Context: an optimization exercise on an open-source flow, tuned for small area, a short achievable clock period and few clock cycles per item. The choices shown serve that exercise and are no tape-out recipe. In this exercise RTL edits were held to simulation tests only and were not proved equivalent to the original. The clock port is modelled as an ideal driver; clocking choices that lean on that would not hold on a real chip. Power figures rest on the tool's default switching activity, not on a simulated workload.

==> inputs of branch raven <==
==> flow/design.v <==
module ptc_analyzer (
    input  wire        clk,
    input  wire        rst,
    input  wire        in_valid,
    output reg         in_ready,
    input  wire [7:0]  in_data,
    output reg         ent_valid,
    output wire [3:0]  ent_index,
    output wire [23:0] ent_start,
    output wire [15:0] ent_size,
    output wire [7:0]  ent_type_flags,
    output reg  [2:0]  ent_kind,
    output wire        ent_active,
    output wire        ent_locked,
    output reg  [15:0] ent_size_kb,
    output reg         ent_contig_err,
    output wire [20:0] ent_expected,
    output wire [69:0] ent_name,
    output reg         res_valid,
    output reg  [1:0]  res_status,
    output wire [15:0] res_magic,
    output wire [15:0] res_cks_stored,
    output wire [15:0] res_cks_computed,
    output wire [7:0]  res_drive_type,
    output wire [23:0] res_total,
    output wire [15:0] res_cylinders,
    output wire [7:0]  res_heads,
    output wire [7:0]  res_sectors,
    output wire [7:0]  res_interleave,
    output wire [7:0]  res_boot,
    output wire [31:0] res_active_slots,
    output wire [20:0] res_partitioned,
    output wire [15:0] res_contig_mask,
    output reg         res_w_checksum,
    output reg         res_w_total,
    output reg         res_w_geometry,
    output wire [23:0] res_derived_cyl,
    output reg  [16:0] res_logical_mb_x10,
    output wire [24:0] res_native_mb_x10,
    output wire [4:0]  res_viol_count
);
    reg  [8:0] c;
    wire       take = in_valid & in_ready;
    reg        tk;
    reg  [7:0] din;
    reg  [3:0] idx;
    reg  [15:0] magic, cks_st, cyl;
    reg  [7:0]  drive, heads, sect, inter, boot;
    reg  [23:0] total;
    reg  [31:0] active;
    reg  [7:0]  a0, a1;
    reg  [23:0] e_start;
    reg  [15:0] e_size;
    reg  [7:0]  e_tf;
    reg  [69:0] e_name;
    reg  [20:0] x;                  
    reg  [15:0] mask;
    reg  [4:0]  viol;
    reg         st1, st2, st3;
    reg         emit;                   
    wire magic_ok = (magic == 16'hAEAE);
    function [6:0] sanitize;
        input [7:0] b;
        begin
            if (b[6:5] == 2'b00 || b[6:0] == 7'h7F) sanitize = 7'h3F;
            else                                   sanitize = b[6:0];
        end
    endfunction
    wire [6:0] din_s = sanitize(din);
    wire [3:0]  lc;                     
    wire [11:0] lv = {1'b0, din, 3'd0} + {3'd0, din, 1'b0}
                   + {8'd0, c[2] ? lc : 4'd0} + {9'd0, c[2] & ~c[0], 2'd0};
    integer k;
    always @(posedge clk) begin
        din <= in_data;
        idx <= c[8:5];
        if (tk) begin
            case (c)
                9'd0:   magic[7:0]    <= din;
                9'd1:   magic[15:8]   <= din;
                9'd4:   cks_st[7:0]   <= din;
                9'd5:   cks_st[15:8]  <= din;
                9'd8:   drive         <= din;
                9'd9: begin
                    total[7:0]    <= din;
                end
                9'd12: begin
                    total[15:8]   <= din;
                    res_logical_mb_x10[4:0]  <= lv[7:3];
                end
                9'd13: begin
                    total[23:16]  <= din;
                    res_logical_mb_x10[16:5] <= lv;
                end
                9'd17:  cyl[7:0]      <= din;
                9'd20:  cyl[15:8]     <= din;
                9'd21:  heads         <= din;
                9'd24:  sect          <= din;
                9'd25:  inter         <= din;
                9'd28:  boot          <= din;
                9'd33:  active[7:0]   <= din;
                9'd36:  active[15:8]  <= din;
                9'd37:  active[23:16] <= din;
                9'd40:  active[31:24] <= din;
                default: ;
            endcase
            case (c[4:0])
                5'd2:  e_start[7:0]   <= din;
                5'd3:  e_start[15:8]  <= din;
                5'd6:  e_start[23:16] <= din;
                5'd7:  e_size[7:0]    <= din;
                5'd10: e_size[15:8]   <= din;
                5'd11: e_tf           <= din;
                5'd14: e_name[6:0]    <= din_s;
                5'd15: e_name[13:7]   <= din_s;
                5'd18: e_name[20:14]  <= din_s;
                5'd19: e_name[27:21]  <= din_s;
                5'd22: e_name[34:28]  <= din_s;
                5'd23: e_name[41:35]  <= din_s;
                5'd26: e_name[48:42]  <= din_s;
                5'd27: e_name[55:49]  <= din_s;
                5'd30: e_name[62:56]  <= din_s;
                5'd31: e_name[69:63]  <= din_s;
                default: ;
            endcase
            if (c == 9'd0 || c == 9'd1) begin
                if (c[0]) a1 <= din;
                else      a0 <= din;
            end else if (c != 9'd4 && c != 9'd5) begin
                if (c[0]) a1 <= a1 ^ din;
                else      a0 <= a0 ^ din;
            end
        end
    end
    wire last = take && c == 9'd510;    
    wire w_cks_c = (cks_st != {a1, a0});
    wire w_tot_c = ({3'd0, x} != total);
    always @(posedge clk) begin
        if (rst) begin
            c         <= 9'd511;
            in_ready  <= 1'b1;
            ent_valid <= 1'b0;
            emit      <= 1'b0;
            res_valid <= 1'b0;
            st1       <= 1'b0;
            st2       <= 1'b0;
            st3       <= 1'b0;
            tk        <= 1'b0;
        end else begin
            if (take) c <= c + 9'd1;
            tk        <= take;
            emit      <= tk && c[4:0] == 5'd31;
            ent_valid <= tk && c[4:0] == 5'd31 && magic_ok;
            st1       <= last;
            st2       <= st1;
            st3       <= st2;
            res_valid <= st3;
            in_ready  <= !last && !st1;
        end
    end
    always @(posedge clk) begin
        if (rst || res_valid)
            x <= 21'd1;
        else if (emit || st3)
            x <= x + {{5{st3}}, e_size | {16{st3}}};      
        if (emit)
            mask <= {ent_contig_err, mask[15:1]};
        if (rst || res_valid)
            viol <= 5'd0;
        else if (emit)
            viol <= viol + {4'd0, ent_contig_err};
        else if (st3)
            viol <= viol + {4'd0, w_cks_c} + {4'd0, w_tot_c} + {4'd0, res_w_geometry};
    end
    always @(posedge clk) begin
        ent_contig_err <= (e_start != {3'd0, x});
        ent_kind       <= (e_tf[3:0] <= 4'd4) ? e_tf[2:0] : 3'd5;
        ent_size_kb    <= {1'b0, e_size[15:1]} + {15'd0, e_size[0] & e_size[1]};
        res_w_checksum <= w_cks_c;
        res_w_total    <= w_tot_c;
        if (!magic_ok)                      res_status <= 2'd1;
        else if (heads == 8'd0 || sect == 8'd0) res_status <= 2'd2;
        else                                res_status <= 2'd0;
    end
    reg  [23:0] q;
    reg  [7:0]  rem;
    reg  [24:0] nmb;
    assign lc = rem[3:0];
    wire        mclr  = c[8:5] == 4'd1;
    wire        mstep = c[8:6] == 3'd1;
    wire [5:0]  t     = c[5:0];
    wire        x1    = (t[5:3] == 3'd0) && heads[t[2:0]];
    wire [8:0]  t1    = {1'b0, rem} + (x1 ? {1'b0, sect} : 9'd0);
    wire        h1 = q[16], h2 = q[17], h3 = q[18], c1 = q[19];
    wire        z     = h1 ^ h3 ^ c1;
    wire        zc    = (h1 & h3) | (h1 & c1) | (h3 & c1);
    wire [16:0] t2    = {1'b0, q[15:0]} + (z ? {1'b0, cyl} : 17'd0);
    wire        dpass = (c[8:5] == 4'd4 || c[8:5] == 4'd5) && c[4:3] != 2'b11;
    wire        dbit  = q[23];
    wire [7:0]  dvs   = c[5] ? sect : heads;
    wire [8:0]  dt    = {rem, dbit};
    wire [9:0]  dd    = {1'b0, dt} - {2'b0, dvs};
    wire        dge   = !dd[9];
    always @(posedge clk) begin
        if (tk) begin
            if (dpass) begin
                rem <= dge ? dd[7:0] : dt[7:0];
                q   <= {q[22:0], dge};
            end else if (c == 9'd127) begin
                rem <= 8'd0;
                q   <= total;
            end else if (mstep) begin
                rem      <= t1[8:1];
                q[19:0]  <= {zc, h2, h1, t1[0], t2[16:1]};
                if (t >= 6'd11 && t <= 6'd35)
                    nmb <= {t2[0], nmb[24:1]};
            end else if (c == 9'd9 || c == 9'd12) begin
                rem[3:0] <= lv[11:8];
            end else if (c[8:4] != 5'd0) begin
                rem <= 8'd0;
                if (mclr) q[19:0] <= 20'd1024;
            end
        end
        res_w_geometry <= (q > {8'd0, cyl});
    end
    assign ent_index        = idx;
    assign ent_start        = e_start;
    assign ent_size         = e_size;
    assign ent_type_flags   = e_tf;
    assign ent_active       = e_tf[6];
    assign ent_locked       = e_tf[7];
    assign ent_expected     = x;
    assign ent_name         = e_name;
    assign res_magic        = magic;
    assign res_cks_stored   = cks_st;
    assign res_cks_computed = {a1, a0};
    assign res_drive_type   = drive;
    assign res_total        = total;
    assign res_cylinders    = cyl;
    assign res_heads        = heads;
    assign res_sectors      = sect;
    assign res_interleave   = inter;
    assign res_boot         = boot;
    assign res_active_slots = active;
    assign res_partitioned  = x;
    assign res_contig_mask  = mask;
    assign res_derived_cyl  = q;
    assign res_native_mb_x10 = nmb;
    assign res_viol_count   = viol;
endmodule
==> flow/flow/run.sh <==
#!/bin/bash
# Standard ORFS layout with three changes: buf_1 port buffers, the setup
# repair asked to leave extra slack at the design's clock period, and the
# clock tree's intermediate level removed after CTS (the root clock buffer
# drives the leaf buffers directly, lowering every register's clock
# latency alike).
set -euo pipefail
export BUFFER_PORTS_ARGS="-buffer_cell sky130_fd_sc_hd__buf_1"
export SETUP_SLACK_MARGIN=9.9
bash standard.sh cts > standard_cts.log 2>&1
CTS_ODB=$PWD/orfs/results/sky130hd/ptc_analyzer/base/4_cts.odb \
  openroad -no_init -exit flow/flatten_clock.tcl > flatten_clock.log 2>&1
bash standard.sh > standard.log 2>&1
==> flow/flow/flatten_clock.tcl <==
# Removes the intermediate level of the clock tree: every buffer driven by
# the root clock buffer is taken out and its loads (the leaf buffers) are
# driven by the root buffer directly. Every register keeps the same number
# of buffers less one between the clock port and its clock pin.
read_db $::env(CTS_ODB)
set block [ord::get_db_block]
set clk_net [$block findNet clk]
set root ""
foreach it [$clk_net getITerms] {
  if {[$it isInputSignal] || [[$it getMTerm] getIoType] eq "INPUT"} {
    set root [$it getInst]
  }
}
if {$root eq ""} { error "no root clock buffer" }
puts "root clock buffer: [$root getName] ([[$root getMaster] getName])"
set root_out ""
foreach it [$root getITerms] {
  if {[[$it getMTerm] getIoType] eq "OUTPUT"} { set root_out [$it getNet] }
}
puts "root net: [$root_out getName]"
set mids {}
foreach it [$root_out getITerms] {
  if {[[$it getMTerm] getIoType] eq "INPUT"} { lappend mids [$it getInst] }
}
set moved 0
foreach mid $mids {
  set mname [[$mid getMaster] getName]
  if {![string match "sky130_fd_sc_hd__clkbuf_*" $mname]} {
    puts "skipping [$mid getName] ($mname)"
    continue
  }
  set onet ""
  foreach it [$mid getITerms] {
    if {[[$it getMTerm] getIoType] eq "OUTPUT"} { set onet [$it getNet] }
  }
  set loads {}
  foreach it [$onet getITerms] {
    if {[[$it getMTerm] getIoType] eq "INPUT"} { lappend loads $it }
  }
  foreach it $loads {
    $it disconnect
    $it connect $root_out
    incr moved
  }
  puts "removed [$mid getName], [llength $loads] loads moved"
  odb::dbInst_destroy $mid
  odb::dbNet_destroy $onet
}
puts "moved $moved loads to [$root_out getName]"
write_db $::env(CTS_ODB)
==> flow/standard.sh <==
#!/bin/bash
# synth_recipe.tcl (not shown) runs the flow's synth.tcl, then flattens the netlist and writes it again
# the make line also repeats each setting of config.mk as NAME=value (left out here)
make -C /OpenROAD-flow-scripts/flow DESIGN_CONFIG=/design/flow/config.mk WORK_HOME=/design/flow/orfs CLKGATE_MAP_FILE= SYNTH_SCRIPT=/design/flow/synth_recipe.tcl "${@:-finish}"
==> flow/config.mk <==
export PLATFORM = sky130hd
export DESIGN_NAME = ptc_analyzer
export DESIGN_NICKNAME = ptc_analyzer
export VERILOG_FILES = /design/flow/design.v
export SDC_FILE = /design/flow/constraint.sdc
export NUM_CORES = 4
export LEC_CHECK = 0
export CAP_MARGIN = 20
export CORE_MARGIN = 2
export CORE_UTILIZATION = 55
export CTS_CLUSTER_DIAMETER = 150
export CTS_CLUSTER_SIZE = 25
export PLACE_DENSITY = 0.7
export SLEW_MARGIN = 20
==> flow/constraint.sdc <==
create_clock -name core_clock -period 14.0 [get_ports {clk}]
set_input_delay 2.8000 -clock core_clock [delete_from_list [all_inputs] [get_ports {clk}]]
set_output_delay 2.8000 -clock core_clock [all_outputs]
set_load 0.01 [all_outputs]
==> branch garnet: changes against branch raven <==
--- a/flow/design.v
+++ b/flow/design.v
@@ -68,5 +68,5 @@
     endfunction
     wire [6:0] din_s = sanitize(din);
-    wire [3:0]  lc;                     
+    reg  [3:0]  lc;
     wire [11:0] lv = {1'b0, din, 3'd0} + {3'd0, din, 1'b0}
                    + {8'd0, c[2] ? lc : 4'd0} + {9'd0, c[2] & ~c[0], 2'd0};
@@ -84,7 +84,9 @@
                 9'd9: begin
                     total[7:0]    <= din;
+                    lc            <= lv[11:8];
                 end
                 9'd12: begin
                     total[15:8]   <= din;
+                    lc            <= lv[11:8];
                     res_logical_mb_x10[4:0]  <= lv[7:3];
                 end
@@ -186,5 +188,4 @@
     reg  [7:0]  rem;
     reg  [24:0] nmb;
-    assign lc = rem[3:0];
     wire        mclr  = c[8:5] == 4'd1;
     wire        mstep = c[8:6] == 3'd1;
@@ -215,7 +216,5 @@
                 if (t >= 6'd11 && t <= 6'd35)
                     nmb <= {t2[0], nmb[24:1]};
-            end else if (c == 9'd9 || c == 9'd12) begin
-                rem[3:0] <= lv[11:8];
-            end else if (c[8:4] != 5'd0) begin
+            end else begin
                 rem <= 8'd0;
                 if (mclr) q[19:0] <= 20'd1024;
==> flow/flow/run.sh (replaced) <==
#!/bin/bash
# Standard ORFS layout with buf_1 port buffers, and the setup repair
# asked to leave extra slack at the design's clock period.
set -euo pipefail
export BUFFER_PORTS_ARGS="-buffer_cell sky130_fd_sc_hd__buf_1"
export SETUP_SLACK_MARGIN=9.9
bash standard.sh > standard.log 2>&1
- CORE_UTILIZATION: 55 -> 40
- CTS_CLUSTER_DIAMETER: 150 -> 120
- PLACE_DENSITY: 0.7 -> 0.6
removed: flow/flow/flatten_clock.tcl
==> branch fjord: changes against branch raven <==
--- a/flow/design.v
+++ b/flow/design.v
@@ -68,5 +68,5 @@
     endfunction
     wire [6:0] din_s = sanitize(din);
-    wire [3:0]  lc;                     
+    reg  [3:0]  lc;
     wire [11:0] lv = {1'b0, din, 3'd0} + {3'd0, din, 1'b0}
                    + {8'd0, c[2] ? lc : 4'd0} + {9'd0, c[2] & ~c[0], 2'd0};
@@ -84,7 +84,9 @@
                 9'd9: begin
                     total[7:0]    <= din;
+                    lc            <= lv[11:8];
                 end
                 9'd12: begin
                     total[15:8]   <= din;
+                    lc            <= lv[11:8];
                     res_logical_mb_x10[4:0]  <= lv[7:3];
                 end
@@ -186,5 +188,4 @@
     reg  [7:0]  rem;
     reg  [24:0] nmb;
-    assign lc = rem[3:0];
     wire        mclr  = c[8:5] == 4'd1;
     wire        mstep = c[8:6] == 3'd1;
@@ -215,7 +216,5 @@
                 if (t >= 6'd11 && t <= 6'd35)
                     nmb <= {t2[0], nmb[24:1]};
-            end else if (c == 9'd9 || c == 9'd12) begin
-                rem[3:0] <= lv[11:8];
-            end else if (c[8:4] != 5'd0) begin
+            end else begin
                 rem <= 8'd0;
                 if (mclr) q[19:0] <= 20'd1024;
==> flow/flow/run.sh (replaced) <==
#!/bin/bash
# Standard ORFS layout; the only change is the cell used for the port
# buffers (buf_1 instead of the delay buffer buffer_ports picks).
set -euo pipefail
export BUFFER_PORTS_ARGS="-buffer_cell sky130_fd_sc_hd__buf_1"
bash standard.sh > standard.log 2>&1
- CORE_UTILIZATION: 55 -> 40
- CTS_CLUSTER_DIAMETER: 150 -> unset
- CTS_CLUSTER_SIZE: 25 -> unset
- PLACE_DENSITY: 0.7 -> 0.6
removed: flow/flow/flatten_clock.tcl
==> comparison table <==
                                                                            branch raven             branch fjord            branch garnet
Worst-path maximum fanout                                                              2                        6                        2
Count of clock buffers in the final design                                            34                       66                       36
Post CTS Setup Buffer Count                                                            3                        0                       12
Met2 Resource Use GR                                                              0.4766                   0.3836                   0.3823
Routability Congestion                                                            0.9194                   0.9090                   0.9090
Proportion of netlist area held by the largest area contributor                   0.5670                   0.5684                   0.5684
Die Height                                                                      192.2 um                 225.7 um                 225.7 um
Min-Delay Endpoint                                                        st3$_SDFF_PP0_       mask[11]$_DFFE_PP_        mask[1]$_DFFE_PP_
Minimum setup slack after placement                                              9383 ps                  9455 ps                  9455 ps
Placed inst area                                                             21,540 um^2              21,900 um^2              21,900 um^2
Synthesis-stage register bit count                                                   448                      452                      452
Mux share of post-synthesis cell area                                            0.01271                  0.01050                  0.01050
Num CTS Buffers                                                                       21                       51                       22
Non-CTS buffers                                                                      477                      467                      497
Power of the clock network                                                      0.652 mW                  1.36 mW                 0.733 mW
CP Data Arrival Time                                                             1290 ps                  1430 ps                  1280 ps
Result of the run                                                complete, no violations  complete, no violations  complete, no violations
FF-to-FF End                                                            rem[6]$_DFFE_PP_         rem[7]$_DFFE_PP_         rem[7]$_DFFE_PP_
Fraction of the mapped netlist area in compound gates                            0.07467                  0.07697                  0.07697
Area fraction in and, or, nand and nor cells after synthesis                      0.1041                   0.1040                   0.1040
Number of nets in the layout                                                       1,988                    2,028                    2,029
Cell Int Power                                                                  1.802 mW                 2.359 mW                 1.849 mW
Sinks on the clock net                                                               448                      452                      452
Share of total power consumed by net switching                                    0.2350                   0.2304                   0.2400
Starting DRT DRC Count                                                               985                      983                      797
Testbench counts of branch raven, summed over its fixed seeds: cycles 197,392, tables 384.
Testbench counts of branch garnet, summed over its fixed seeds: cycles 197,392, tables 384.
Testbench counts of branch fjord, summed over its fixed seeds: cycles 197,392, tables 384.

## static timing again, ports no longer ideal
In the flow no input, the clock included, has a driving cell. The finished layouts below were timed again as built, in two steps.
Step 1, drivers: a clkbuf_16 drives clk and a buf_2 each remaining input, both assumed.
Step 2, shift: input delay + t, output delay - t, t = (earliest + latest rising clock arrival at the registers) / 2. This alone moves slack from input paths to output paths.
Three values: ideal, step 1, step 2; two values: the first two.
| run | shift t [ns] | setup slack, ns | clock arrival spread, ns |
|---|---|---|---|
| branch raven | 0.603 | 9.913 / 9.857 / 9.434 | 0.015 / 0.015 |
| branch garnet | 0.627 | 9.924 / 9.866 / 9.428 | 0.031 / 0.030 |
| branch fjord | 0.647 | 9.770 / 9.712 / 9.430 | 0.017 / 0.017 |
After both steps setup and hold are still met in every run listed. For branch garnet, which loses most, drivers alone change the setup slack by -0.058 ns; drivers and shift together by -0.496 ns.
